Background: an optimization exercise with open tools, aiming at small area, a short achievable clock period and few clock cycles per item. Do not read the settings as production practice.
Function was checked by simulation only, so behaviour that the tests miss may differ from the original.
Power is estimated from default activity; no workload was simulated.

==> flow/design.v <==
module bse (
    input  wire        clk,
    input  wire        rst,
    input  wire        cmd_valid,
    output wire        cmd_ready,
    input  wire [31:0] cmd,
    input  wire [63:0] a0,
    input  wire [63:0] a1,
    input  wire [63:0] a2,
    input  wire [63:0] a3,
    output reg         done,
    output reg  [63:0] r0,
    output wire [63:0] r1,
    output reg  [2:0]  err,
    output reg  [6:0]  sticky
);
    localparam [7:0] OP_INIT   = 8'h01, OP_INITC  = 8'h02, OP_CLOSE  = 8'h03,
                     OP_STATUS = 8'h04, OP_GETPOS = 8'h10, OP_SETPOS = 8'h11,
                     OP_GETLEN = 8'h12, OP_GETL8  = 8'h13, OP_GETL16 = 8'h14,
                     OP_GETL32 = 8'h15, OP_GETL64 = 8'h16, OP_GETCAP = 8'h17,
                     OP_WR     = 8'h20, OP_WRR    = 8'h21, OP_RD     = 8'h22,
                     OP_RDR    = 8'h23, OP_WRA    = 8'h24, OP_RDA    = 8'h25,
                     OP_RDBYTE = 8'h26, OP_AND    = 8'h30, OP_OR     = 8'h31,
                     OP_XOR    = 8'h32, OP_NOT    = 8'h33, OP_SHL    = 8'h40,
                     OP_SHR    = 8'h41;
    localparam [2:0] V_X = 3'd0, V_NOT = 3'd1, V_AND = 3'd2, V_OR = 3'd3, V_XOR = 3'd4;
    wire [7:0] c_opc = cmd[7:0];
    wire [3:0] c_sd  = cmd[11:8];
    wire [3:0] c_sa  = cmd[15:12];
    wire [3:0] c_sb  = cmd[19:16];
    wire [2:0] c_wid = cmd[22:20];
    wire c_form_s   = (c_opc == OP_INIT) || (c_opc == OP_INITC) || (c_opc == OP_CLOSE) ||
                      (c_opc == OP_STATUS) || (c_opc == OP_RDBYTE) ||
                      ((c_opc >= OP_GETPOS) && (c_opc <= OP_GETCAP));
    wire c_form_sw  = (c_opc >= OP_WR) && (c_opc <= OP_RDA);
    wire c_form_dab = (c_opc == OP_AND) || (c_opc == OP_OR) || (c_opc == OP_XOR);
    wire c_form_da  = (c_opc == OP_NOT) || (c_opc == OP_SHL) || (c_opc == OP_SHR);
    wire c_legal = (c_form_s   && cmd[31:12] == 20'd0 && c_sd < 4) ||
                   (c_form_sw  && cmd[31:23] == 9'd0 && cmd[19:12] == 8'd0 &&
                    c_wid <= 3'd4 && c_sd < 4) ||
                   (c_form_dab && cmd[31:20] == 12'd0 && c_sd < 4 && c_sa < 4 && c_sb < 4) ||
                   (c_form_da  && cmd[31:16] == 16'd0 && c_sd < 4 && c_sa < 4);
    reg [6:0] c_w;
    always @(*) begin
        case (c_wid)
            3'd0:    c_w = 7'd1;
            3'd1:    c_w = 7'd8;
            3'd2:    c_w = 7'd16;
            3'd3:    c_w = 7'd32;
            default: c_w = 7'd64;
        endcase
    end
    wire        c_sub     = (c_opc == OP_WRR) || (c_opc == OP_RDR);
    wire        c_rdbyte  = (c_opc == OP_RDBYTE);
    wire        c_rngflag = a1[63] || a2[63] || (|a1[62:7]) || (|a2[62:7]);
    wire        c_arrtmem = (|a0) || (|a1);
    wire        c_a0big   = |a0[62:9];
    wire        c_ndp     = (c_opc >= OP_WR && c_opc <= OP_RDR) || c_rdbyte ||
                            c_form_dab || c_form_da;
    wire [65:0] ax = {3'b000, a1[62:0]};
    wire [65:0] ay = {3'b111, ~a2[62:0]};
    wire [65:0] az = {3'b111, ~a3[62:0]};
    wire [65:0] cs = ax ^ ay ^ az;
    wire [65:0] cc = {(ax[64:0] & ay[64:0]) | (ax[64:0] & az[64:0]) | (ay[64:0] & az[64:0]), 1'b1};
    wire [63:0] g0 = (cs[63:0] & cc[63:0]) | 64'd1;      
    wire [63:0] p0 = cs[63:0] | cc[63:0];               
    reg  [3:0]  c_bg, c_bp;
    integer bi, bl, ti;
    reg  [15:0] tg, tp, ng, np;
    always @(*) begin
        for (bi = 0; bi < 4; bi = bi + 1) begin
            tg = g0[bi*16 +: 16];
            tp = p0[bi*16 +: 16];
            for (bl = 0; bl < 4; bl = bl + 1) begin
                ng = 16'd0; np = 16'd0;
                for (ti = 0; ti < 8; ti = ti + 1) begin
                    ng[ti] = tg[2*ti+1] | (tp[2*ti+1] & tg[2*ti]);
                    np[ti] = tp[2*ti+1] & tp[2*ti];
                end
                tg = ng; tp = np;
            end
            c_bg[bi] = tg[0];
            c_bp[bi] = tp[0];
        end
    end
    wire        c_g64 = cs[64] & cc[64];
    wire        c_p64 = cs[64] | cc[64];
    wire        c_p65 = cs[65] ^ cc[65];
    wire        c_aneg = a1[63] || a2[63] || a3[63];
    reg         i_v;
    reg         i_legal;
    reg  [7:0]  i_opc;
    reg  [1:0]  i_sd, i_sa, i_sb;
    reg  [63:0] i_a0;
    reg         i_a0neg, i_a0big;
    reg  [6:0]  i_b, i_c;
    reg  [2:0]  i_wid;
    reg         i_rngflag, i_arrtmem, i_aneg;
    reg  [3:0]  i_bg, i_bp;
    reg         i_g64, i_p64, i_p65;
    reg         i_build, i_ndp;
    reg         stall;               
    reg         rdy_q;               
    assign cmd_ready = rdy_q;
    always @(posedge clk) begin
        if (rst)
            i_v <= 1'b0;
        else if (!stall)
            i_v <= cmd_valid;
        if (!stall) begin
            i_legal   <= c_legal;
            i_opc     <= c_opc;
            i_sd      <= c_sd[1:0];
            i_sa      <= c_sa[1:0];
            i_sb      <= c_sb[1:0];
            i_a0      <= a0;
            i_a0neg   <= a0[63];
            i_a0big   <= c_a0big;
            i_b       <= c_sub ? a1[6:0] : 7'd0;
            i_c       <= c_sub ? a2[6:0] : c_rdbyte ? 7'd8 : c_w;
            i_wid     <= c_wid;
            i_rngflag <= c_rngflag;
            i_arrtmem <= c_arrtmem;
            i_aneg    <= c_aneg;
            i_bg      <= c_bg;
            i_bp      <= c_bp;
            i_g64     <= c_g64;
            i_p64     <= c_p64;
            i_p65     <= c_p65;
            i_build   <= c_form_dab || c_form_da;
            i_ndp     <= c_ndp;
        end
    end
    reg  [3:0] open_q;
    reg  [3:0] nw_q  [0:3];
    reg  [8:0] len_q [0:3];
    reg  [8:0] pos_q [0:3];
    wire [7:0] opc = i_opc;
    wire [1:0] d   = i_sd;
    reg        go_q;                 
    wire       go  = go_q;
    wire g0x = !opc[6] && !opc[5] && !opc[4];
    wire g1x = !opc[6] && !opc[5] &&  opc[4];
    wire g2x = !opc[6] &&  opc[5] && !opc[4];
    wire g3x =  opc[5] &&  opc[4];
    wire g4x =  opc[6];
    wire op_init   = g0x && !opc[2] && !opc[1];
    wire op_initc  = g0x && opc[1] && !opc[0];
    wire op_close  = g0x && opc[1] && opc[0];
    wire op_status = g0x && opc[2];
    wire op_getpos = g1x && opc[2:0] == 3'd0;
    wire op_setpos = g1x && opc[2:0] == 3'd1;
    wire op_getlen = g1x && opc[2:0] == 3'd2;
    wire op_getl8  = g1x && opc[2:0] == 3'd3;
    wire op_getl16 = g1x && opc[2:0] == 3'd4;
    wire op_getl32 = g1x && opc[2:0] == 3'd5;
    wire op_getl64 = g1x && opc[2:0] == 3'd6;
    wire op_getcap = g1x && opc[2:0] == 3'd7;
    wire op_wr     = g2x && !opc[2] && !opc[1];
    wire op_rd     = g2x && ((!opc[2] && opc[1]) || (opc[2] && opc[1]));
    wire op_sub    = g2x && !opc[2] && opc[0];
    wire op_arr    = g2x && opc[2] && !opc[1];
    wire op_rda    = g2x && opc[2] && !opc[1] && opc[0];
    wire op_rdbyte = g2x && opc[2] && opc[1];
    wire op_and    = g3x && opc[1:0] == 2'd0;
    wire op_or     = g3x && opc[1:0] == 2'd1;
    wire op_dab    = g3x && !(opc[1] && opc[0]);
    wire op_not    = g3x && opc[1] && opc[0];
    wire op_shl    = g4x && !opc[0];
    wire op_shr    = g4x && opc[0];
    wire op_da     = op_not || g4x;
    wire op_query  = op_status || (g1x && opc[2:0] != 3'd1);
    wire need_d    = (g0x && !op_init && !op_initc && !op_status) || g1x || g2x;
    wire need_a    = g3x || g4x;
    wire [3:0] dsel = 4'b0001 << d;
    wire [3:0] asel = 4'b0001 << i_sa;
    wire [3:0] bsl  = 4'b0001 << i_sb;
    wire [3:0]  s_capbad, s_short;
    wire [9:0]  s_wend  [0:3];
    wire [8:0]  s_avail [0:3];
    wire [10:0] s_st    [0:3];
    genvar gs;
    generate
        for (gs = 0; gs < 4; gs = gs + 1) begin : M
            wire [8:0]  p  = pos_q[gs];
            wire [3:0]  nw = nw_q[gs];
            wire [9:0]  we = {1'b0, p} + {3'd0, i_c};
            reg [3:0] lim;
            always @(*) begin
                case (nw)
                    4'd3:    lim = 4'd6;
                    4'd5:    lim = 4'd5;
                    4'd6:    lim = 4'd6;
                    4'd7:    lim = 4'd7;
                    default: lim = 4'd8;
                endcase
            end
            wire [10:0] room = {2'd0, lim, 5'd0} - {2'd0, p} - {4'd0, i_c};
            assign s_wend[gs]   = we;
            assign s_capbad[gs] = room[10];
            assign s_avail[gs]  = len_q[gs] - p;
            assign s_short[gs]  = ({2'b0, i_c} >= s_avail[gs]);
            assign s_st[gs]     = {2'b0, p} - {4'b0, i_b};
        end
    endgenerate
    wire [8:0]  P     = pos_q[d];
    wire [8:0]  L     = len_q[d];
    wire [3:0]  NW    = nw_q[d];
    wire [8:0]  LA    = len_q[i_sa];
    wire [8:0]  LB    = len_q[i_sb];
    wire [9:0]  wend  = s_wend[d];
    wire [9:0]  wlast = wend - 10'd1;
    wire        cap_bad = |(dsel & s_capbad);
    wire [4:0]  need   = wend[9:5] + {4'd0, wend[4:0] != 5'd0};
    wire        nw_ok1 = ({1'b0, NW} >= need);
    wire        nw_ok2 = ({NW, 1'b0} >= need);
    wire        nw_ok3 = ({NW[3:0], 2'b0} >= {1'b0, need}) || NW[3];
    wire [3:0]  wr_nw = nw_ok1 ? NW : nw_ok2 ? {NW[2:0], 1'b0} : nw_ok3 ? {NW[1:0], 2'b0} :
                        {NW[0], 3'b0};
    wire [8:0]  avail = s_avail[d];
    wire        rd_short = |(dsel & s_short);
    wire [6:0]  rd_k  = rd_short ? avail[6:0] : i_c;
    wire [8:0]  rd_np = rd_short ? L : wend[8:0];
    wire [10:0] n_st  = s_st[d];
    wire [8:0] initc_sum = i_a0[8:0] + 9'd31;
    wire [3:0] initc_nw  = (i_a0[8:0] == 9'd0) ? 4'd1 : initc_sum[8:5];
    wire       initc_big = i_a0big || (i_a0[8:0] > 9'd256);
    wire setpos_bad = i_a0neg || i_a0big || (i_a0[8:0] > L);
    reg  [6:0] ex_w;
    always @(*) begin
        case (i_wid)
            3'd0:    ex_w = 7'd1;
            3'd1:    ex_w = 7'd8;
            3'd2:    ex_w = 7'd16;
            3'd3:    ex_w = 7'd32;
            default: ex_w = 7'd64;
        endcase
    end
    wire rng_bad    = i_rngflag || ({1'b0, i_b} + {1'b0, i_c} > {1'b0, ex_w});
    wire arr_c64    = i_bg[3] | (i_bp[3] & (i_bg[2] | (i_bp[2] & (i_bg[1] | (i_bp[1] & i_bg[0])))));
    wire arr_c65    = i_g64 | (i_p64 & arr_c64);
    wire arr_bad    = i_aneg || (i_p65 ^ arr_c65);
    wire open_d = |(dsel & open_q);
    wire open_a = |(asel & open_q);
    wire open_b = |(bsl & open_q);
    wire e1 = !i_legal;
    wire e2 = (need_d && !open_d) || (need_a && !open_a) || (op_dab && !open_b);
    wire e3 = (op_initc && i_a0neg) || (op_sub && rng_bad) || (op_arr && arr_bad) ||
              (op_dab && LA != LB) || (g4x && i_a0neg);
    wire e4 = op_setpos && setpos_bad;
    wire e5 = op_arr && i_arrtmem;
    wire e6 = (op_initc && initc_big) || (op_wr && cap_bad);
    wire ex_ok = !(e1 || e2 || e3 || e4 || e5 || e6);
    wire [2:0] ex_err = e1 ? 3'd1 : e2 ? 3'd2 : e3 ? 3'd3 : e4 ? 3'd4 : e5 ? 3'd5 :
                        e6 ? 3'd6 : 3'd0;
    wire ok = go && ex_ok;
    reg [9:0] ex_q;
    always @(*) begin
        ex_q = 10'd0;
        if (op_status) ex_q = open_d ? 10'd3 : 10'd0;
        if (op_getpos) ex_q = {1'b0, P};
        if (op_getlen) ex_q = {1'b0, L};
        if (op_getl8)  ex_q = ({1'b0, L} + 10'd7) >> 3;
        if (op_getl16) ex_q = ({1'b0, L} + 10'd15) >> 4;
        if (op_getl32) ex_q = ({1'b0, L} + 10'd31) >> 5;
        if (op_getl64) ex_q = ({1'b0, L} + 10'd63) >> 6;
        if (op_getcap) ex_q = {1'b0, NW, 5'd0};
    end
    reg         bact;                
    reg         b_last;              
    reg         b_bin, b_shl, b_shr;
    reg  [2:0]  b_op;
    reg  [1:0]  b_sa, b_sb, b_sd;
    reg  [10:0] b_off;               
    reg  [9:0]  b_e;                 
    reg  [3:0]  b_step;
    reg  [2:0]  b_np;
    wire        b_more = bact && !b_last;
    wire [8:0]  ncap   = initc_big ? 9'd256 : i_a0[8:0];
    wire        x_bin  = b_more ? b_bin : op_dab;
    wire        x_shl  = b_more ? b_shl : op_shl;
    wire        x_shr  = b_more ? b_shr : op_shr;
    wire [2:0]  x_op   = b_more ? b_op  : op_not ? V_NOT : op_da ? V_X :
                                          op_and ? V_AND : op_or ? V_OR : V_XOR;
    wire [1:0]  x_sa   = b_more ? b_sa  : i_sa;
    wire [1:0]  x_sb   = b_more ? b_sb  : i_sb;
    wire [1:0]  x_sd   = b_more ? b_sd  : d;
    wire [10:0] x_off  = b_more ? b_off : op_shl ? {2'b0, ncap} :
                                          op_shr ? (11'd0 - {2'b0, ncap}) : 11'd0;
    wire [9:0]  e0     = op_shl ? {1'b0, LA} - {1'b0, ncap} : {1'b0, ncap};
    wire [9:0]  x_e    = b_more ? b_e : e0;
    wire [2:0]  np0    = LA[8:6] + {2'd0, LA[5:0] != 6'd0};
    wire [2:0]  x_np   = b_more ? b_np : np0;
    wire [3:0]  x_step = b_more ? b_step + 4'd1 : 4'd0;
    wire [3:0]  x_nst  = x_bin ? {x_np, 1'b1} : {1'b0, x_np} + 4'd1;    
    wire        x_last = (x_step == x_nst - 4'd1);
    wire        x_run  = b_more || (ok && i_build && np0 != 3'd0);
    wire        x_rd   = x_bin ? (x_step[3:1] != x_np) : (x_step[2:0] != x_np);
    wire [1:0]  x_npm1 = x_np[1:0] - 2'd1;
    wire [1:0]  x_cr   = x_bin ? x_step[2:1] : x_shr ? x_npm1 - x_step[1:0] : x_step[1:0];
    wire        x_wr   = x_bin ? (!x_step[0] && x_step != 4'd0) : (x_step != 4'd0);
    wire [1:0]  x_cw   = x_bin ? x_step[2:1] - 2'd1 :
                         x_shr ? x_np[1:0] - x_step[1:0] : x_step[1:0] - 2'd1;
    wire [10:0] x_st   = {3'd0, x_cr, 6'd0} + (x_bin ? 11'd0 : x_off);
    wire [1:0]  x_rs   = (x_bin && x_step[0]) ? x_sb : x_sa;
    wire [2:0]  x_vop  = (x_bin && !x_step[0]) ? V_X : x_op;
    wire [3:0]  x_th   = x_e[9:6] - {2'd0, x_cr};
    wire [6:0]  x_tc   = x_th[3] ? 7'd0 : (x_th[2:0] != 3'd0) ? 7'd64 : {1'b0, x_e[5:0]};
    wire n_iv    = stall ? i_v : cmd_valid;
    wire n_indp  = stall ? i_ndp : c_ndp;
    wire n_stall = !rst && n_iv && n_indp && x_run && !x_last;
    function [3:0] hkof;
        input [2:0] w0;
        begin
            hkof[0] = w0[2] ^ (w0[1:0] != 2'd0);
            hkof[1] = w0[2] ^ (w0[1:0] > 2'd1);
            hkof[2] = w0[2] ^ (w0[1:0] > 2'd2);
            hkof[3] = w0[2];
        end
    endfunction
    wire [2:0]  wf = P[7:5];
    wire [2:0]  wl = wlast[7:5];
    wire [7:0]  n_words = (8'hFF << wf) & ~(8'hFE << wl);
    wire        bsel    = b_more || i_build;
    wire [1:0]  u_rs    = bsel ? x_rs : d;
    wire [10:0] u_st    = bsel ? x_st : n_st;
    reg  [31:0] dc_bsel;             
    reg  [11:0] dc_rot;              
    reg  [4:0]  dc_sh;               
    reg  [6:0]  dc_rlo, dc_rk;       
    reg         dc_rfull;
    reg  [3:0]  dc_wsoh;             
    reg  [7:0]  dc_words;            
    reg  [11:0] dc_plc;              
    reg  [3:0]  dc_mlo, dc_mhi;      
    reg  [4:0]  dc_plo, dc_phi;      
    reg  [63:0] dc_val;              
    reg         dc_bupd;             
    reg         dc_bld;              
    reg  [2:0]  dc_vop;
    wire [3:0]  u_hk  = hkof(u_st[7:5]);
    wire [3:0]  u_oh  = 4'b0001 << u_st[6:5];
    wire [3:0]  u_r0  = u_oh;
    wire [3:0]  u_r1  = {u_oh[2:0], u_oh[3]};
    wire [3:0]  u_r2  = {u_oh[1:0], u_oh[3:2]};
    wire [3:0]  u_rsoh = 4'b0001 << u_rs;
    reg  [31:0] u_bsel;
    reg  [11:0] n_plc;
    integer kk, mm;
    always @(*) begin
        for (kk = 0; kk < 4; kk = kk + 1) begin
            u_bsel[kk*8 +: 4]     = u_rsoh & {4{!u_hk[kk]}};
            u_bsel[kk*8 + 4 +: 4] = u_rsoh & {4{ u_hk[kk]}};
            for (mm = 0; mm < 3; mm = mm + 1)
                n_plc[kk*3 + mm] = (n_st[6:5] + mm[1:0] == kk[1:0]);
        end
    end
    wire [63:0] bd;
    always @(posedge clk) begin
        dc_bsel <= u_bsel;
        dc_rot  <= {u_r2, u_r1, u_r0};
        dc_sh   <= u_st[4:0];
        if (bsel) begin
            dc_rlo   <= x_shr ? x_tc : 7'd0;
            dc_rk    <= x_tc;
            dc_rfull <= !x_shl;
            dc_wsoh  <= (x_run && x_wr) ? (4'b0001 << x_sd) : 4'd0;
            dc_words <= 8'b11 << {x_cw, 1'b0};
            dc_vop   <= x_vop;
        end else begin
            dc_rlo   <= i_b;
            dc_rk    <= rd_k;
            dc_rfull <= 1'b0;
            dc_wsoh  <= (ok && op_wr && i_c != 7'd0) ? dsel : 4'd0;
            dc_words <= n_words;
            dc_vop   <= V_X;
        end
        dc_plc  <= bsel ? 12'd0 : n_plc;
        dc_mlo  <= bsel ? 4'd0 : 4'b0001 << wf[1:0];
        dc_mhi  <= bsel ? 4'd0 : 4'b0001 << wl[1:0];
        dc_bupd <= x_run && x_rd;
        dc_bld  <= bsel;
        dc_plo  <= P[4:0];
        dc_phi  <= wlast[4:0];
        dc_val  <= dc_bupd ? bd : i_a0;
    end
    reg        da_v;
    reg  [2:0] da_err;
    reg        da_r0w, da_r0x, da_rdff;
    reg  [9:0] da_q;
    reg        da_r1w;
    reg  [6:0] da_r1;
    always @(posedge clk) begin
        da_v    <= go && !rst;
        da_err  <= ex_err;
        da_r0w  <= ok && (op_query || op_rd) && !rst;
        da_r0x  <= op_rd;
        da_rdff <= op_rdbyte && (rd_k == 7'd0);
        da_q    <= ex_q;
        da_r1w  <= ok && (op_rd || op_rda) && !rst;
        da_r1   <= op_rd ? rd_k : 7'd0;
    end
    integer k;
    always @(posedge clk) begin
        stall <= n_stall;
        rdy_q <= !n_stall;
        go_q  <= !rst && n_iv && !n_stall;
        if (rst) begin
            open_q <= 4'hF;
            for (k = 0; k < 4; k = k + 1) begin
                nw_q[k]  <= 4'd1;
                len_q[k] <= 9'd0;
                pos_q[k] <= 9'd0;
            end
            bact   <= 1'b0;
        end else begin
            if (ok) begin
                if (op_init || op_initc) begin
                    open_q[d] <= 1'b1;
                    nw_q[d]   <= op_initc ? initc_nw : 4'd1;
                    len_q[d]  <= 9'd0;
                    pos_q[d]  <= 9'd0;
                end
                if (op_close)
                    open_q[d] <= 1'b0;
                if (op_setpos)
                    pos_q[d] <= i_a0[8:0];
                if (op_wr) begin
                    pos_q[d] <= wend[8:0];
                    if (rd_short)                
                        len_q[d] <= wend[8:0];
                    nw_q[d]  <= wr_nw;
                end
                if (op_rd)
                    pos_q[d] <= rd_np;
                if (op_dab || op_da) begin
                    open_q[d] <= 1'b1;
                    nw_q[d]   <= nw_q[i_sa];
                    len_q[d]  <= LA;
                    pos_q[d]  <= 9'd0;
                end
            end
            bact <= x_run;
        end
        b_last <= x_last;
        b_bin  <= x_bin;
        b_shl  <= x_shl;
        b_shr  <= x_shr;
        b_op   <= x_op;
        b_sa   <= x_sa;
        b_sb   <= x_sb;
        b_sd   <= x_sd;
        b_off  <= x_off;
        b_e    <= x_e;
        b_step <= x_step;
        b_np   <= x_np;
    end
    wire [127:0]  bus;
    wire [1023:0] mq;                
    genvar gj;
    generate
        for (gs = 0; gs < 4; gs = gs + 1) begin : S
            for (gj = 0; gj < 8; gj = gj + 1) begin : J
                reg [31:0] q;
                wire en = dc_wsoh[gs] && dc_words[gj];
                always @(posedge clk)
                    if (en)
                        q <= bus[(gj%4)*32 +: 32];
                assign mq[(gs*8+gj)*32 +: 32] = q;
            end
        end
    endgenerate
    wire [127:0] banks;
    genvar gk;
    generate
        for (gk = 0; gk < 4; gk = gk + 1) begin : B
            reg [31:0] acc;
            integer s, h;
            always @(*) begin
                acc = 32'd0;
                for (h = 0; h < 2; h = h + 1)
                    for (s = 0; s < 4; s = s + 1)
                        acc = acc | ({32{dc_bsel[gk*8 + h*4 + s]}} & mq[(s*8 + h*4 + gk)*32 +: 32]);
            end
            assign banks[gk*32 +: 32] = acc;
        end
    endgenerate
    function [63:0] therm;
        input [6:0] r;
        reg   [8:0] gt, eq;
        reg   [7:0] ge;
        integer j;
        begin
            for (j = 0; j < 9; j = j + 1) begin
                gt[j] = (j > r[6:3]);
                eq[j] = (j == r[6:3]);
            end
            for (j = 0; j < 8; j = j + 1)
                ge[j] = (j >= r[2:0]);
            for (j = 0; j < 64; j = j + 1)
                therm[j] = gt[j/8] | (eq[j/8] & ge[j%8]);
        end
    endfunction
    function [31:0] sel4;
        input [3:0]  oh;
        input [127:0] b;
        begin
            sel4 = ({32{oh[0]}} & b[31:0])  | ({32{oh[1]}} & b[63:32]) |
                   ({32{oh[2]}} & b[95:64]) | ({32{oh[3]}} & b[127:96]);
        end
    endfunction
    wire [95:0] win = {sel4(dc_rot[11:8], banks), sel4(dc_rot[7:4], banks),
                       sel4(dc_rot[3:0], banks)};
    wire [95:0] win_sh = win >> dc_sh;
    wire [6:0]  rhi    = dc_rfull ? 7'd64 : dc_rlo + dc_rk;
    wire [63:0] rmask  = therm(dc_rlo) & ~therm(rhi);
    wire [63:0] X      = win_sh[63:0] & rmask;
    reg [63:0] bd1, bd0;
    always @(*) begin
        case (dc_vop)
            V_NOT:   begin bd1 = 64'd0;   bd0 = ~64'd0;  end
            V_AND:   begin bd1 = dc_val;  bd0 = 64'd0;   end
            V_OR:    begin bd1 = ~64'd0;  bd0 = dc_val;  end
            V_XOR:   begin bd1 = ~dc_val; bd0 = dc_val;  end
            default: begin bd1 = ~64'd0;  bd0 = 64'd0;   end
        endcase
    end
    assign bd = (X & bd1) | (~X & bd0);
    wire [95:0] y   = {32'd0, dc_val} << dc_sh;
    wire [31:0] tlo = ~32'd0 << dc_plo;
    wire [31:0] thi = ~(~32'd0 << dc_phi) | (32'd1 << dc_phi);
    generate
        for (gk = 0; gk < 4; gk = gk + 1) begin : K
            wire [31:0] yk = ({32{dc_plc[gk*3 + 0]}} & y[31:0]) |
                             ({32{dc_plc[gk*3 + 1]}} & y[63:32]) |
                             ({32{dc_plc[gk*3 + 2]}} & y[95:64]) |
                             ({32{dc_bld}} & dc_val[(gk%2)*32 +: 32]);
            wire [31:0] mk = (dc_mlo[gk] ? tlo : ~32'd0) & (dc_mhi[gk] ? thi : ~32'd0);
            assign bus[gk*32 +: 32] = (yk & mk) | (banks[gk*32 +: 32] & ~mk);
        end
    endgenerate
    reg [6:0] r1_q;
    assign r1 = {57'd0, r1_q};
    always @(posedge clk) begin
        if (rst) begin
            done   <= 1'b0;
            r0     <= 64'd0;
            r1_q   <= 7'd0;
            err    <= 3'd0;
            sticky <= 7'd0;
        end else begin
            done <= da_v;
            if (da_v) begin
                err <= da_err;
                if (da_err != 3'd0)
                    sticky[da_err] <= 1'b1;
            end
            if (da_r0w)
                r0 <= da_r0x ? (da_rdff ? 64'hFFFF_FFFF_FFFF_FFFF : X) : {54'd0, da_q};
            if (da_r1w)
                r1_q <= da_r1;
        end
    end
endmodule
==> flow/flow/run.sh <==
#!/bin/bash
# Own layout flow: the standard flow (standard.sh, which runs ORFS from
# the standard synthesis to the final layout), unchanged except that
#  - the timing repair after floorplan, CTS and global route aims for a setup
#    slack of SETUP_SLACK_MARGIN ns instead of 0, and
#  - clock tree synthesis inserts no dummy loads.
# The clock period, the SDC and every other setting are the design's and
# config.mk's.
set -euo pipefail
cat >> config.mk <<'CFG'
export SETUP_SLACK_MARGIN = 10.5
export CTS_ARGS = -sink_clustering_enable -repair_clock_nets -dont_use_dummy_load
CFG
bash standard.sh > standard.log 2>&1
==> flow/standard.sh <==
#!/bin/bash
# synth_recipe.tcl (not shown) runs the flow's synth.tcl, then flattens the netlist and writes it again
# the make line also repeats each setting of config.mk as NAME=value (left out here)
make -C /OpenROAD-flow-scripts/flow DESIGN_CONFIG=/design/flow/config.mk WORK_HOME=/design/flow/orfs CLKGATE_MAP_FILE= SYNTH_SCRIPT=/design/flow/synth_recipe.tcl "${@:-finish}"
==> flow/config.mk <==
export PLATFORM = sky130hd
export DESIGN_NAME = bse
export DESIGN_NICKNAME = bse
export VERILOG_FILES = /design/flow/design.v
export SDC_FILE = /design/flow/constraint.sdc
export NUM_CORES = 8
export LEC_CHECK = 0
export ABC_AREA = 1
export CAP_MARGIN = 20
export CORE_MARGIN = 2
export CORE_UTILIZATION = 50
export PLACE_DENSITY = 0.6
export SLEW_MARGIN = 20
export SETUP_SLACK_MARGIN = 10.5
export CTS_ARGS = -sink_clustering_enable -repair_clock_nets -dont_use_dummy_load
==> flow/constraint.sdc <==
create_clock -name core_clock -period 15.0 [get_ports {clk}]
set_input_delay 3.0000 -clock core_clock [delete_from_list [all_inputs] [get_ports {clk}]]
set_output_delay 3.0000 -clock core_clock [all_outputs]
set_load 0.01 [all_outputs]
==> results_dict.tcl, run 1 <==
set metrics [dict create \
    status "finished clean" \
    end_kind "flip-flop" \
    port_buffers 373 \
    hold_class "reg -> reg" \
    row_count 154 \
    setup.worst_path.start_class "flip-flop" \
    yosysMostFrequentCell "nand2_1" \
    num_vias 84500 \
    ios 431 \
    yosys_warnings 1 \
    max-clock-path-buffers 3 \
    required_ns 15.54 \
    tns_ns 0 \
    reg2reg_depth 33 \
    cp_num_buf_inv 9 \
    yosys.area.top_type_share 0.412 \
    postLayoutCoreUtil 0.569 \
    async_flop_share 0 \
    drc 0 \
    numCtsBuffers 160 \
    clock_skew_ns 0.122 \
    synthToLayoutAreaGrowth_pct 13.1 \
    synth_cells 11000 \
    worst_pin_slew_ns 1.39 \
    syn-cell-area_mm2 0.0887 \
    cp_slowest_stage_delay_ns 0.52 \
    nNetsFinal 11800 \
    wl_per_cell_um 27.9 \
    gp_congestion 1.11 \
    hold_viol 0 \
    slew_headroom 0.0650 \
    cap_viol_max_count 0 \
    drive_gt1_frac 0.0663 \
    netlist_top_cells_count "3593 x nand2_1, 1218 x edfxtp_1, 997 x nand3_1" \
    ctsHoldBuffers 0 \
    yosysSeqAreaShare 0.484 \
    grt_overflow 0 \
    dp_hpwl_um 281000 \
    cts-htree-levels 4 \
    post-route-min-period_ns 4.63 \
    crit_slowest_cell "edfxtp_1" \
    drtPass1Iterations 10 \
    min-delay-start "i_a0[34]" \
    ir_drop_mv 0.112 \
    wl_um 380000 \
    die_x_um 425 \
    antenna_left 0 \
    crit_path_start "i_sd[0]" \
    grt_max_degree 96 \
    r2r_setup_slack_ns 10.37 \
    synthTopCellsByArea "edfxtp_1 41%, nand2_1 15%, dfxtp_1 7.2%" \
    synth_cell_types 74 \
    arrival_ns 5.17 \
    period_share 0.309 \
    drt_iter0_drc 12600 \
    grt_use_total 0.408 \
    finalMaxSlewViolations 0 \
    synth.avg_cell_area_um2 8.05 \
    grt_pass1_vias 77400 \
    cellPowerDensity_mw_per_mm2 135 \
    clkTransAtPathRegs_ns 0.06 \
    path_delay_family "compound AO/OA/AOI/OAI gates" \
    vias_per_cell 6.21 \
    grt_first_pass_wirelength_um 536000 \
    synth_edf_count 1218 \
    crit_top_cell "inv_2" \
    clock_sinks 1537 \
    setup.worst_path.end "nw_q[2][3]" \
    die_y_um 425 \
    worst-setup-path-type "reg -> reg" \
    timing.rr.start "i_sd[0]" \
    root_buffer "clkbuf_16" \
    worstReg2RegEnd "nw_q[2][3]" \
    rsz0062_at_grt "yes" \
    antenna_found_initial 17 \
    finalSetupViolCount 0 \
    cts_tree "done" \
    ys_ff_latch 1537 \
    initial_core_util 0.504 \
    die_area_mm2 0.181 \
    clk_latency_ns 0.88 \
    worstPathMaxFanout 9 \
    core-area_mm2 0.176 \
    yosys.area.top_type "edfxtp_1" \
    synth-main-ff-cell "edfxtp_1" \
    power.static_leakage_uw 0.0422 \
    critical_path_cell_count 33 \
    timing.fmax_mhz 216 \
]
final cells by class:
type	instances	area, um^2
clock buffer	160	4000
timing repair buffer	601	5640
fill	16100	75900
inverter	883	3380
sequential	1537	43000
timing repair inverter	1	6.26
tap	2340	2930
antenna	15	37.5
multi-input combinational	8067	41200
logic make-up (layout without fill, tap and decap cells):
group           Yosys count  in the layout  share of synthesized area
compound gates         1644           1644                      0.111
xor+xnor                 88             88                    0.00885
fa+ha+maj               255            255                     0.0420
buf+inv                1467           1645                     0.0656
flops                  1537           1537                      0.484
mux                      73             73                    0.00825
other cells               1             72                  0.0000423
simple gates           5949           5950                      0.279
timing repair:
action	4_1_cts	5_1_grt
buffers inserted	53	28
endpoints found under the hold margin	0	0
endpoints found under the setup margin	677	616
cloned	3	2
gates resized for setup	292	185
pin swaps	27	53
worst register-to-register path: cells and delay by family (launching register included):
| kind | cells | cell delay, ns |
|---|---|---|
| compound gates | 10 | 1.18 |
| xor+xnor | 1 | 0.19 |
| fa+ha+maj | 5 | 1.13 |
| buf+inv | 9 | 0.70 |
| flops | 1 | 0.52 |
| simple gates | 8 | 0.67 |
cell usage in the layout, fill, tap and decap left out, drive strengths merged, types with 184 or more instances in the layout:
cell type,instances
nand2,3597
edfxtp,1218
nand3,998
nor2,883
inv,874
o21ai,551
a21oi,484
dfxtp,319
clkdlybuf4s50,279
nand4,255
buf,229
ha,184
report_power, final:
group          switching (uW)  internal, uW
clock network            1510          1860
registers                 183          5070
logic                    3740          1150
how the worst min path moves through the flow:
stage                 endpoint  slack, ns  cells after the start
floorplan                 da_v       0.41                      2
global placement    dc_val[25]       0.43                      2
detailed placement  dc_val[30]       0.43                      2
CTS                 dc_val[34]       0.43                      2
global route        dc_val[14]       0.46                      2
finish              dc_val[34]       0.43                      2
metal layers:
| layer | vias up | GRT usage | share of wire |
|---|---|---|---|
| met3 | 1143 | 0.106 | 0.12 |
| met4 | 12 | 0.281 | 0.083 |
| met1 | 40100 | 0.521 | 0.37 |
| met2 | 5467 | 0.607 | 0.43 |
| met5 | - | 0 | 0.00022 |
| li1 | 37800 | - | - |
state kept, by name (all words and copies together), names as in the netlist, 5 cells and up, named ones only:
signal / flops
b_e: 10
da_r1: 7
pos_q: 36
sticky: 7
dc_val: 64
len_q: 36
dc_sh: 5
dc_plo: 5
i_c: 7
i_b: 7
dc_phi: 5
nw_q: 16
r1_q: 7
dc_words: 8
i_a0: 63
dc_bsel: 32
dc_rk: 7
dc_rlo: 7
da_q: 9
r0: 64
b_off: 8
i_opc: 6
S.J.q: 1024
metrics by stage:
step | hold slack (ns) | instances | cell area (um^2) | power, uW | setup WS [ns]
detailed placement | 0.430 | 13300 | 94400 | 9870 | 9.28
CTS | 0.433 | 13600 | 99300 | 13200 | 10.47
floorplan | 0.411 | 11100 | 89000 | 7840 | 10.47
global route | 0.465 | 13600 | 100000 | 13900 | 10.14
global placement | 0.428 | 13300 | 94300 | 9810 | 9.32
finish | 0.431 | 13600 | 100000 | 13500 | 10.37
Testbench counts, summed over its fixed seeds: cycles 34,296, cmds 32,000.
==> run 2, diff against run 1 <==
--- a/flow/design.v
+++ b/flow/design.v
@@ -336,7 +336,7 @@
     reg  [4:0]  dc_plo, dc_phi;      
     reg  [63:0] dc_val;              
     reg         dc_bupd;             
-    reg         dc_bld;              
+    reg  [3:0]  dc_bld;              
     reg  [2:0]  dc_vop;
     wire [3:0]  u_hk  = hkof(u_st[7:5]);
     wire [3:0]  u_oh  = 4'b0001 << u_st[6:5];
@@ -379,7 +379,7 @@
         dc_mlo  <= bsel ? 4'd0 : 4'b0001 << wf[1:0];
         dc_mhi  <= bsel ? 4'd0 : 4'b0001 << wl[1:0];
         dc_bupd <= x_run && x_rd;
-        dc_bld  <= bsel;
+        dc_bld  <= bsel ? (x_cw[0] ? 4'b1100 : 4'b0011) : 4'b0000;
         dc_plo  <= P[4:0];
         dc_phi  <= wlast[4:0];
         dc_val  <= dc_bupd ? bd : i_a0;
@@ -534,7 +534,7 @@
             wire [31:0] yk = ({32{dc_plc[gk*3 + 0]}} & y[31:0]) |
                              ({32{dc_plc[gk*3 + 1]}} & y[63:32]) |
                              ({32{dc_plc[gk*3 + 2]}} & y[95:64]) |
-                             ({32{dc_bld}} & dc_val[(gk%2)*32 +: 32]);
+                             ({32{dc_bld[gk]}} & dc_val[(gk%2)*32 +: 32]);
             wire [31:0] mk = (dc_mlo[gk] ? tlo : ~32'd0) & (dc_mhi[gk] ? thi : ~32'd0);
             assign bus[gk*32 +: 32] = (yk & mk) | (banks[gk*32 +: 32] & ~mk);
         end
==> run 2 against run 1 <==
- critical endpoint is now nw_q[0][3]
- critical path depth did not move
- clock skew fell by 0.028 ns
- final area barely moved
- largest power group unchanged
==> results_dict.tcl, run 2 <==
set metrics [dict create \
    root_buffer "clkbuf_16" \
    wl_per_cell_um 27.8 \
    timing.fmax_mhz 205 \
    yosys.area.top_type_share 0.411 \
    nFillCells 16100 \
    port_buffers 373 \
    cts-htree-levels 4 \
    max-clock-path-buffers 3 \
    drive_gt1_frac 0.0683 \
    synth-main-ff-cell "edfxtp_1" \
    power.static_leakage_uw 0.0420 \
    numCtsBuffers 158 \
    cp_slowest_stage_delay_ns 0.42 \
    yosysMostFrequentCell "nand2_1" \
    synth_cell_types 69 \
    top_register "S.J.q" \
    synthTopCellsByArea "edfxtp_1 41%, nand2_1 16%, dfxtp_1 7.2%" \
    synth_edf_count 1218 \
    drtPass1Iterations 7 \
    cellPowerDensity_mw_per_mm2 134 \
    async_flop_share 0 \
    gp_congestion 1.10 \
    die_area_mm2 0.181 \
    grt_overflow 0 \
    synth_mux_area_frac 0.00417 \
    clk_latency_ns 0.86 \
    finalSetupViolCount 0 \
    grt_max_degree 89 \
    synth_compound_area_frac 0.108 \
    stdcell_area_mm2 0.100 \
    core-area_mm2 0.176 \
    placedInstanceArea_mm2 0.0946 \
    required_ns 15.57 \
    largestRegisters "S.J.q: 1024 flops, dc_val: 64 flops, r0: 64 flops" \
    wl_um 384000 \
    hold_viol 0 \
    worstPathMaxFanout 10 \
    synth_xor_area_frac 0.00788 \
    end_kind "flip-flop" \
    cts_tree "done" \
    cp_num_buf_inv 9 \
    setup.worst_path.start_class "flip-flop" \
    antenna_left 0 \
    post-route-min-period_ns 4.89 \
    grt_first_pass_wirelength_um 538000 \
    grt_use_total 0.410 \
    grt_pass1_vias 77900 \
    cap_viol_max_count 0 \
    num_vias 85000 \
    clock_sinks 1538 \
    drt_iter0_drc 12200 \
    arrival_ns 5.46 \
    ctsHoldBuffers 0 \
    status "finished clean" \
    clock_skew_ns 0.0946 \
    die_y_um 426 \
    postLayoutCoreUtil 0.569 \
    finalMaxSlewViolations 0 \
    ir_drop_mv 0.105 \
    yosys.area.top_type "edfxtp_1" \
    synth_top_family_by_area "simple AND/OR/NAND/NOR gates" \
    clkTransAtPathRegs_ns 0.06 \
    nNetsFinal 12000 \
    yosys.area_share.adder 0.0419 \
    synthToLayoutAreaGrowth_pct 12.9 \
    crit_slowest_cell "edfxtp_1" \
    yosys_warnings 1 \
    path_delay_family "simple AND/OR/NAND/NOR gates" \
    row_count 154 \
    tns_ns 0 \
    netlist_top_cells_count "3849 x nand2_1, 1218 x edfxtp_1, 937 x nand3_1" \
    worst-setup-path-type "reg -> reg" \
    ios 431 \
    die_x_um 426 \
    ys_ff_latch 1538 \
    yosysSeqAreaShare 0.483 \
    worst_pin_slew_ns 1.38 \
    antenna_found_initial 18 \
    dp_hpwl_um 283000 \
    initial_core_util 0.504 \
    crit_top_cell "nand2_1" \
    final_cell_mix "3815 x nand2_1, 1218 x edfxtp_1, 926 x nand3_1" \
    vias_per_cell 6.16 \
    hold_class "reg -> reg" \
    final_common_cell "nand2_1" \
    synth.avg_cell_area_um2 7.95 \
    synth-simple-area-share 0.290 \
    synth_cells 11200 \
    slew_headroom 0.0718 \
    largest_register_ffs 1024 \
    period_share 0.326 \
    finalPower_uw 13400 \
    drc 0 \
    syn-cell-area_mm2 0.0889 \
    rsz0062_at_grt "yes" \
]
## run 2: worst paths after layout
check	startpoint	end	slack (ns)	cells past startpoint
setup / recovery	i_sd[0]	nw_q[0][3]	10.11	33
setup reg to reg	i_sd[0]	nw_q[0][3]	10.11	33
hold / removal	i_a0[28]	dc_val[28]	0.44	2
hold reg to reg	i_a0[28]	dc_val[28]	0.44	2
## run 2: what timing repair did
item | CTS | global route
setup buffers | 55 | 40
endpoints found under the setup margin | 445 | 572
cloned | 4 | 5
pin swaps | 61 | 45
gates resized for setup | 291 | 120
## run 2: per-stage QoR
stage | instances | hold WS [ns] | worst slack (ns)
floorplan | 11200 | 0.411 | 10.25
global placement | 13500 | 0.429 | 9.06
detailed placement | 13500 | 0.428 | 9.13
CTS | 13700 | 0.439 | 10.24
global route | 13800 | 0.462 | 9.85
finish | 13800 | 0.441 | 10.11
## run 2: report_power, final
group          leakage, uW  internal [uW]  switching [uW]
combinational       0.0260           1130            3640
clock              0.00195           1840            1500
sequential          0.0140           5080             214
total               0.0420           8040            5350
## run 2: cell type report
class | count | area [um^2] | area share
Sequential cell | 1538 | 43100 | 0.429
Multi-Input combinational cell | 8253 | 41300 | 0.411
Timing Repair Buffer | 624 | 5730 | 0.0571
Clock buffer | 158 | 3950 | 0.0394
Inverter | 876 | 3370 | 0.0336
Tap cell | 2340 | 2930 | 0.0292
Antenna cell | 7 | 17.5 | 0.000175
Timing Repair inverter | 1 | 8.76 | 0.0000873
## run 2: worst register-to-register path, delay by kind of cell, from the launching register on
kind	cells	cell delay, ns
buffers and inverters	9	1.05
AND/OR/NAND/NOR	12	1.11
adder cells (fa/ha/maj)	3	0.82
AO/OA/AOI/OAI	8	0.96
XOR/XNOR	1	0.29
flip-flops	1	0.42
## run 2: logic make-up after synthesis
logic type,after synthesis
and+or+nand+nor,6179
AOI/OAI and AO/OA,1640
DFF,1538
buffers and inverters,1458
adders and majority gates,255
xor gates and xnor gates,80
muxes,37
other,1
## run 2: metal layers
layer | track usage | share of wire | up-vias
li1 | - | - | 38200
met1 | 0.524 | 0.37 | 40300
met2 | 0.612 | 0.43 | 5397
met3 | 0.0974 | 0.11 | 1103
met4 | 0.289 | 0.085 | 12
met5 | 0 | 0.00024 | -
Testbench counts of run 2, summed over its fixed seeds: cycles 34,296, cmds 32,000.
==> run 3, diff against run 2 <==
--- a/flow/design.v
+++ b/flow/design.v
@@ -179,6 +179,7 @@
     wire [9:0]  s_wend  [0:3];
     wire [8:0]  s_avail [0:3];
     wire [10:0] s_st    [0:3];
+    wire [3:0]  s_wrnw  [0:3];       
     genvar gs;
     generate
         for (gs = 0; gs < 4; gs = gs + 1) begin : M
@@ -197,6 +198,12 @@
             end
             wire [10:0] room = {2'd0, lim, 5'd0} - {2'd0, p} - {4'd0, i_c};
             assign s_wend[gs]   = we;
+            wire [4:0]  need = we[9:5] + {4'd0, we[4:0] != 5'd0};
+            wire nw_ok1 = ({1'b0, nw} >= need);
+            wire nw_ok2 = ({nw, 1'b0} >= need);
+            wire nw_ok3 = ({nw[3:0], 2'b0} >= {1'b0, need});
+            assign s_wrnw[gs] = nw_ok1 ? nw : nw_ok2 ? {nw[2:0], 1'b0} :
+                                nw_ok3 ? {nw[1:0], 2'b0} : {nw[0], 3'b0};
             assign s_capbad[gs] = room[10];
             assign s_avail[gs]  = len_q[gs] - p;
             assign s_short[gs]  = ({2'b0, i_c} >= s_avail[gs]);
@@ -211,12 +218,6 @@
     wire [9:0]  wend  = s_wend[d];
     wire [9:0]  wlast = wend - 10'd1;
     wire        cap_bad = |(dsel & s_capbad);
-    wire [4:0]  need   = wend[9:5] + {4'd0, wend[4:0] != 5'd0};
-    wire        nw_ok1 = ({1'b0, NW} >= need);
-    wire        nw_ok2 = ({NW, 1'b0} >= need);
-    wire        nw_ok3 = ({NW[3:0], 2'b0} >= {1'b0, need}) || NW[3];
-    wire [3:0]  wr_nw = nw_ok1 ? NW : nw_ok2 ? {NW[2:0], 1'b0} : nw_ok3 ? {NW[1:0], 2'b0} :
-                        {NW[0], 3'b0};
     wire [8:0]  avail = s_avail[d];
     wire        rd_short = |(dsel & s_short);
     wire [6:0]  rd_k  = rd_short ? avail[6:0] : i_c;
@@ -334,7 +335,8 @@
     reg  [11:0] dc_plc;              
     reg  [3:0]  dc_mlo, dc_mhi;      
     reg  [4:0]  dc_plo, dc_phi;      
-    reg  [63:0] dc_val;              
+    reg  [95:0] dc_y;
+    wire [63:0] dc_val = dc_y[63:0];
     reg         dc_bupd;             
     reg  [3:0]  dc_bld;              
     reg  [2:0]  dc_vop;
@@ -382,7 +384,7 @@
         dc_bld  <= bsel ? (x_cw[0] ? 4'b1100 : 4'b0011) : 4'b0000;
         dc_plo  <= P[4:0];
         dc_phi  <= wlast[4:0];
-        dc_val  <= dc_bupd ? bd : i_a0;
+        dc_y    <= dc_bupd ? {32'd0, bd} : {32'd0, i_a0} << n_st[4:0];
     end
     reg        da_v;
     reg  [2:0] da_err;
@@ -429,7 +431,9 @@
                     pos_q[d] <= wend[8:0];
                     if (rd_short)                
                         len_q[d] <= wend[8:0];
-                    nw_q[d]  <= wr_nw;
+                    for (k = 0; k < 4; k = k + 1)
+                        if (dsel[k])
+                            nw_q[k] <= s_wrnw[k];
                 end
                 if (op_rd)
                     pos_q[d] <= rd_np;
@@ -526,7 +530,7 @@
         endcase
     end
     assign bd = (X & bd1) | (~X & bd0);
-    wire [95:0] y   = {32'd0, dc_val} << dc_sh;
+    wire [95:0] y   = dc_y;
     wire [31:0] tlo = ~32'd0 << dc_plo;
     wire [31:0] thi = ~(~32'd0 << dc_phi) | (32'd1 << dc_phi);
     generate
==> run 3 against run 2 <==
- sequential power grew 5.7%
- first-iteration DRC count shrank 1.3%
- via count grew 2.9%
- global-route usage grew 0.99 points
- highest routed layer unchanged
- still clean on timing, DRC and antenna
- power grew 2.5%
- final area grew 2.7%
- wire length grew 5.1%
- non-clock buffer count grew 46
- worst hold slack gained 0.016 ns
- sequential share of layout area shrank 0.55 points
==> results_dict.tcl, run 3 <==
set metrics [dict create \
    status "finished clean" \
    async_flop_share 0 \
    grt_util_met1 0.540 \
    die_area_mm2 0.185 \
    num_vias 87400 \
    gp_congestion 1.08 \
    finalMaxSlewViolations 0 \
    rsz0062_at_grt "yes" \
    r2r_setup_slack_ns 10.52 \
    worstPathMaxFanout 7 \
    worstReg2RegEnd "r0[6]" \
    required_ns 15.69 \
    cts_tree "done" \
    antenna_found_initial 21 \
    synth_cells 11500 \
    synth.avg_cell_area_um2 7.87 \
    tns_ns 0 \
    yosys.area.top_type_share 0.402 \
    drt_iter0_drc 12000 \
    ios 431 \
    power.static_leakage_uw 0.0444 \
    ctsHoldBuffers 0 \
    grt_use_total 0.420 \
    core-area_mm2 0.181 \
    synth_edf_count 1218 \
    ir_drop_mv 0.106 \
    yosys.area.top_type "edfxtp_1" \
    wl_um 403000 \
    ys_ff_latch 1569 \
    root_buffer "clkbuf_16" \
    post-route-min-period_ns 4.48 \
    use_met2 0.622 \
    wl_per_cell_um 28.3 \
    die_x_um 430 \
    largestRegisters "S.J.q: 1024 flops, dc_y: 95 flops, r0: 64 flops" \
    grt_first_pass_wirelength_um 560000 \
    netlist_top_cells_count "4057 x nand2_1, 1218 x edfxtp_1, 958 x nand3_1" \
    die_y_um 430 \
    arrival_ns 5.16 \
    nNetsFinal 12500 \
    synthTopCellsByArea "edfxtp_1 40%, nand2_1 17%, dfxtp_1 7.7%" \
    synth-main-ff-cell "edfxtp_1" \
    max-clock-path-buffers 3 \
    synth_cell_types 64 \
    clock_skew_ns 0.106 \
    dp_hpwl_um 300000 \
    numCtsBuffers 161 \
    end_kind "flip-flop" \
    crit_path_start "dc_rlo[0]" \
    dp_cells 14000 \
    grt_use_met3 0.0997 \
    yosys_warnings 1 \
    finalPower_uw 13700 \
    grt_max_degree 93 \
    reg2reg_depth 16 \
    worst-setup-path-type "reg -> reg" \
    worst_pin_slew_ns 1.30 \
    yosysSeqAreaShare 0.480 \
    largest_register_ffs 1024 \
    final_cell_mix "4033 x nand2_1, 1218 x edfxtp_1, 943 x nand3_1" \
    drc 0 \
    port_buffers 373 \
    final_common_cell "nand2_1" \
    setup.worst_path.end "r0[6]" \
    cellPowerDensity_mw_per_mm2 133 \
    hold_class "reg -> reg" \
    cts-htree-levels 4 \
    nFillCells 16100 \
    grt_overflow 0 \
    syn-cell-area_mm2 0.0909 \
    busiest_layer "met2" \
    hold_viol 0 \
    row_count 156 \
    top_register "S.J.q" \
    grt_pass1_vias 79900 \
    initial_core_util 0.503 \
    fin_cells 14300 \
    clock_sinks 1569 \
    finalSetupViolCount 0 \
    slew_headroom 0.130 \
    vias_per_cell 6.13 \
    cap_viol_max_count 0 \
    antenna_left 0 \
    period_share 0.298 \
    drive_gt1_frac 0.0657 \
    clkTransAtPathRegs_ns 0.06 \
    clk_latency_ns 0.86 \
    drtPass1Iterations 10 \
    setup.worst_path.start_class "flip-flop" \
    synthToLayoutAreaGrowth_pct 13.4 \
    timing.rr.start "dc_rlo[0]" \
    yosysMostFrequentCell "nand2_1" \
    timing.fmax_mhz 223 \
]
## run 3: where the power goes
group / total (uW) / internal, uW / leakage (uW) / switching, uW
sequential: 5590 / 5180 / 0.0143 / 408
combinational: 4720 / 1140 / 0.0282 / 3580
clock: 3420 / 1870 / 0.00198 / 1550
## run 3: final cells by class
class	instances	area, um^2	share of cell area
repair buffers	670	6120	0.0594
flip-flops and latches	1569	43600	0.424
repair inverters	3	20.0	0.000194
inverters	903	3450	0.0335
diodes	14	35.0	0.000340
well taps	2370	2970	0.0288
clock buffers	161	4030	0.0391
multi-input cells	8565	42800	0.415
## run 3: critical path: stages, from the launching register on
cell     delay (ns)
dfxtp_1        0.49
ha_1           0.32
fa_1           0.42
nand2_1        0.08
nand2_1        0.06
nor2_2         0.43
inv_1          0.31
nor2_1         0.15
buf_4          0.21
inv_1          0.15
nor2_2         0.34
inv_1          0.18
a31oi_2        0.49
nand3_1        0.17
nand2_1        0.09
nand2_1        0.24
a21oi_1        0.19
## run 3: per-stage QoR
| stage | utilization | hold WS (ns) | setup slack [ns] | cell area [um^2] |
|---|---|---|---|---|
| detailed placement | 0.536 | 0.443 | 8.77 | 96900 |
| CTS | 0.562 | 0.456 | 10.43 | 102000 |
| finish | 0.570 | 0.457 | 10.52 | 103000 |
| global placement | 0.536 | 0.434 | 8.76 | 96900 |
| global route | 0.570 | 0.485 | 10.38 | 103000 |
| floorplan | - | 0.411 | 10.46 | 91100 |
## run 3: logic make-up (layout without fill, tap and decap cells)
kind of cell               count (synthesis)  in the layout  synth area share
and+or+nand+nor                         6285           6286             0.283
AOI/OAI and AO/OA                       1784           1784             0.112
DFF                                     1569           1569             0.480
buffers and inverters                   1472           1737            0.0638
adders and majority gates                322            322            0.0504
xor gates and xnor gates                 105            105            0.0101
muxes                                     11             11           0.00121
other                                      1             71         0.0000412
## run 3: worst min path at each step
| stage | to | startpoint | slack, ns | cells after the start |
|---|---|---|---|---|
| after global routing | r0[54] | r0[54] | 0.49 | 2 |
| after detailed placement | b_op[0] | b_op[0] | 0.44 | 2 |
| after floorplan | da_v | go_q | 0.41 | 2 |
| after CTS | b_op[0] | b_op[0] | 0.46 | 2 |
| final | b_op[0] | b_op[0] | 0.46 | 2 |
| after global placement | b_op[0] | b_op[0] | 0.43 | 2 |
## run 3: layer usage
layer  vias to the layer above  share of wire
met3                      1247           0.11
met1                     41200           0.38
met2                      5599           0.42
li1                      39400              -
met4                        14          0.088
met5                         -        0.00024
## run 3: what timing repair did
item | 4_1_cts | 5_1_grt
endpoints found under the hold margin | 0 | 0
buffers inserted | 35 | 66
gates cloned | 3 | 4
pin swaps | 5 | 83
endpoints found under the setup margin | 469 | 329
resized for setup | 256 | 251
Testbench counts of run 3, summed over its fixed seeds: cycles 34,296, cmds 32,000.
==> run 4, diff against run 3 <==
--- a/flow/flow/run.sh
+++ b/flow/flow/run.sh
@@ -8,7 +8,7 @@
 # config.mk's.
 set -euo pipefail
 cat >> config.mk <<'CFG'
-export SETUP_SLACK_MARGIN = 10.5
+export SETUP_SLACK_MARGIN = 11
 export CTS_ARGS = -sink_clustering_enable -repair_clock_nets -dont_use_dummy_load
 CFG
 bash standard.sh > standard.log 2>&1
--- a/flow/config.mk
+++ b/flow/config.mk
@@ -11,5 +11,5 @@
 export CORE_UTILIZATION = 50
 export PLACE_DENSITY = 0.6
 export SLEW_MARGIN = 20
-export SETUP_SLACK_MARGIN = 10.5
+export SETUP_SLACK_MARGIN = 11
 export CTS_ARGS = -sink_clustering_enable -repair_clock_nets -dont_use_dummy_load
==> run 4 against run 3 <==
- utilization grew 3.0 points
- wire length grew 1.4%
- maximum frequency grew 2.3%
- via count grew 2.4%
- worst setup slack gained 0.099 ns
- sequential cell count is the same
- first-iteration DRC count grew 8.4%
- critical path depth grew 10
- clock power is essentially flat
- sequential power is essentially flat
- clock skew grew 0.013 ns
- register-to-register slack gained 0.099 ns
- critical endpoint is now dc_rlo[4]
==> results_dict.tcl, run 4 <==
set metrics [dict create \
    status "finished clean" \
    cts-htree-levels 4 \
    cellPowerDensity_mw_per_mm2 129 \
    hold_viol 0 \
    syn-cell-area_mm2 0.0909 \
    nNetsFinal 12700 \
    synth_cell_types 64 \
    row_count 156 \
    ios 431 \
    vias_per_cell 6.18 \
    synth-main-ff-cell "edfxtp_1" \
    nFillCells 15700 \
    arrival_ns 5.10 \
    yosys.area.top_type_share 0.402 \
    period_share 0.292 \
    r2r_setup_slack_ns 10.62 \
    rsz0062_at_grt "yes" \
    antenna_found_initial 26 \
    root_buffer "clkbuf_16" \
    switchingPower_uw 5640 \
    tns_ns 0 \
    worst_slack_ns 10.62 \
    end_kind "flip-flop" \
    grt_first_pass_wirelength_um 567000 \
    clock_sinks 1569 \
    dp_hpwl_um 295000 \
    grt_use_total 0.422 \
    timing.fmax_mhz 228 \
    numCtsBuffers 163 \
    wl_per_cell_um 28.2 \
    cts_tree "done" \
    power.static_leakage_uw 0.0465 \
    finalMaxSlewViolations 0 \
    swShare 0.403 \
    ctsHoldBuffers 0 \
    yosysSeqAreaShare 0.480 \
    hold_class "reg -> reg" \
    ir_drop_mv 0.109 \
    worst-setup-path-type "reg -> reg" \
    synth_edf_count 1218 \
    reg2reg_depth 26 \
    slew_headroom 0.138 \
    share_comb_of_total_power 0.352 \
    worst_pin_slew_ns 1.28 \
    clock_power_share 0.247 \
    netlist_top_cells_count "4057 x nand2_1, 1218 x edfxtp_1, 958 x nand3_1" \
    p_seq_frac 0.400 \
    grt_pass1_vias 81000 \
    final_common_cell "nand2_1" \
    synth_cells 11500 \
    async_flop_share 0 \
    grt_overflow 0 \
    top_register "S.J.q" \
    worstPathMaxFanout 7 \
    gp_congestion 1.13 \
    cap_viol_max_count 0 \
    largest_register_ffs 1024 \
    drive_gt1_frac 0.142 \
    drtPass1Iterations 8 \
    finalSetupViolCount 0 \
    setup.worst_path.end "dc_rlo[4]" \
    dpl_worst_slack_ns 9.10 \
    clk_latency_ns 0.87 \
    clock_skew_ns 0.119 \
    setup.worst_path.start_class "flip-flop" \
    num_vias 89600 \
    ys_ff_latch 1569 \
    synthToLayoutAreaGrowth_pct 19.2 \
    wl_um 409000 \
    core-area_mm2 0.181 \
    port_buffers 373 \
    clkTransAtPathRegs_ns 0.06 \
    synth.avg_cell_area_um2 7.87 \
    largestRegisters "S.J.q: 1024 flops, dc_y: 95 flops, r0: 64 flops" \
    crit_path_start "i_a0[3]" \
    drc 0 \
    intPower_uw 8340 \
    required_ns 15.72 \
    final_cell_mix "3939 x nand2_1, 1218 x edfxtp_1, 913 x nand3_1" \
    grt_max_degree 86 \
    synthTopCellsByArea "edfxtp_1 40%, nand2_1 17%, dfxtp_1 7.7%" \
    max-clock-path-buffers 3 \
    antenna_left 0 \
    initial_core_util 0.503 \
    timing.rr.start "i_a0[3]" \
    die_x_um 430 \
    drt_iter0_drc 13000 \
    die_area_mm2 0.185 \
    die_y_um 430 \
    post-route-min-period_ns 4.38 \
    yosys_warnings 1 \
    worstReg2RegEnd "dc_rlo[4]" \
    yosysMostFrequentCell "nand2_1" \
    yosys.area.top_type "edfxtp_1" \
]
==> run 4: critical path, stage by stage (launching register included) <==
cell and delay, ns:
edfxtp_1 0.44, inv_2 0.13, nand2_1 0.07, nor2_2 0.14
nand4_1 0.13, buf_4 0.18, o21ai_4 0.20, clkinv_4 0.15
nor2_4 0.17, inv_4 0.07, ha_2 0.19, a21oi_2 0.19
o21ai_2 0.10, a21oi_2 0.14, nor2_2 0.07, o21ai_1 0.12
nand2_1 0.09, a21oi_2 0.11, o21ai_1 0.08, a21oi_2 0.27
ha_4 0.26, a21oi_4 0.22, buf_6 0.13, nand3_4 0.07
a21oi_4 0.25, nand2_1 0.14, o21ai_1 0.16
==> run 4: cell families after synthesis <==
group	synth area share
AO/OA/AOI/OAI	0.112
multiplexers	0.00121
XOR/XNOR	0.0101
AND/OR/NAND/NOR	0.283
flip-flops	0.480
adder cells (fa/ha/maj)	0.0504
buffers and inverters	0.0638
other	0.0000412
==> run 4: how the worst min path moves through the flow <==
stage | startpoint | cells past startpoint | end
after global placement | b_op[0] | 2 | b_op[0]
final | da_r1[6] | 2 | r1_q[6]
after detailed placement | b_op[0] | 2 | b_op[0]
after CTS | b_off[6] | 2 | b_off[6]
after floorplan | go_q | 2 | da_v
after global routing | r0[29] | 2 | r0[29]
==> run 4: layer usage <==
layer | vias up | track usage | part of all wire
met5 | - | 0.00286 | 0.00042
met4 | 16 | 0.299 | 0.091
met3 | 1489 | 0.105 | 0.11
met2 | 5980 | 0.622 | 0.42
met1 | 42200 | 0.543 | 0.37
li1 | 39900 | - | -
==> run 4: cell type report <==
cell class                      count  area (um^2)  share of cell area
Sequential cell                  1569        43800               0.404
Multi-Input combinational cell   8575        45600               0.420
Tap cell                         2370         2970              0.0274
Inverter                          903         3510              0.0324
Clock buffer                      163         4080              0.0376
Timing Repair Buffer              901         8490              0.0783
Timing Repair inverter              2         15.0            0.000138
Antenna cell                       15         37.5            0.000346
==> run 4: power by group through the flow <==
| stage | clock network (uW) | registers (uW) | logic (uW) |
|---|---|---|---|
| 3_3_place_gp | 0 | 5640 | 4290 |
| 5_1_grt | 3630 | 5570 | 5130 |
| 2_1_floorplan | 0 | 5380 | 2460 |
| 4_1_cts | 3470 | 5550 | 4490 |
| 3_5_place_dp | 0 | 5640 | 4340 |
| 6_report | 3450 | 5600 | 4920 |
==> run 4: metrics by stage <==
stage | std cells | area [um^2] | util | total power, uW | hold WS [ns]
4_1_cts | 14300 | 105000 | 0.581 | 13500 | 0.457
2_1_floorplan | 11600 | 91500 | - | 7830 | 0.411
6_report | 14500 | 108000 | 0.600 | 14000 | 0.458
3_5_place_dp | 14000 | 97300 | 0.538 | 9990 | 0.441
5_1_grt | 14500 | 108000 | 0.600 | 14300 | 0.487
3_3_place_gp | 14000 | 97200 | 0.538 | 9930 | 0.434
==> run 4: repair_timing <==
item | in CTS | in global routing
pin swaps | 256 | 280
endpoints found under the hold margin | 0 | 0
gates resized for setup | 1314 | 731
endpoints found under the setup margin | 508 | 464
gates cloned | 20 | 12
setup buffers | 185 | 129

## port drivers added, routing unchanged
The results above use ideal ports. As a check the final layouts listed here were re-extracted and re-timed, cells and wires unchanged.
Step 1 (the two cells are an assumption about what drives the block):
set clk [get_ports {clk}]
set_driving_cell -lib_cell sky130_fd_sc_hd__clkbuf_16 $clk
set_driving_cell -lib_cell sky130_fd_sc_hd__buf_2 [delete_from_list [all_inputs] $clk]
Step 2 adds t to the input delays and takes it off the output delays; t is the mean of the earliest and latest rising clock arrival at the registers after step 1. Input paths then give back, and output paths get back, about the clock's delay inside the block.
a / b / c = ideal ports / drivers / drivers and shift; a / b = the first two.
run | t (ns) | setup slack, ns | latest minus earliest clock arrival (ns) | cell pins on the clock port's net
run 1 | 0.901 | 10.368 / 10.368 / 9.606 | 0.122 / 0.122 | 1
run 2 | 0.887 | 10.110 / 10.110 / 9.616 | 0.094 / 0.094 | 1
run 3 | 0.877 | 10.524 / 10.471 / 9.660 | 0.107 / 0.107 | 1
run 4 | 0.877 | 10.622 / 10.554 / 9.917 | 0.125 / 0.125 | 1
After both steps setup and hold are still met in every run listed. The setup slack of run 3, which loses most, moves by -0.053 ns with the drivers and by -0.864 ns with both steps.
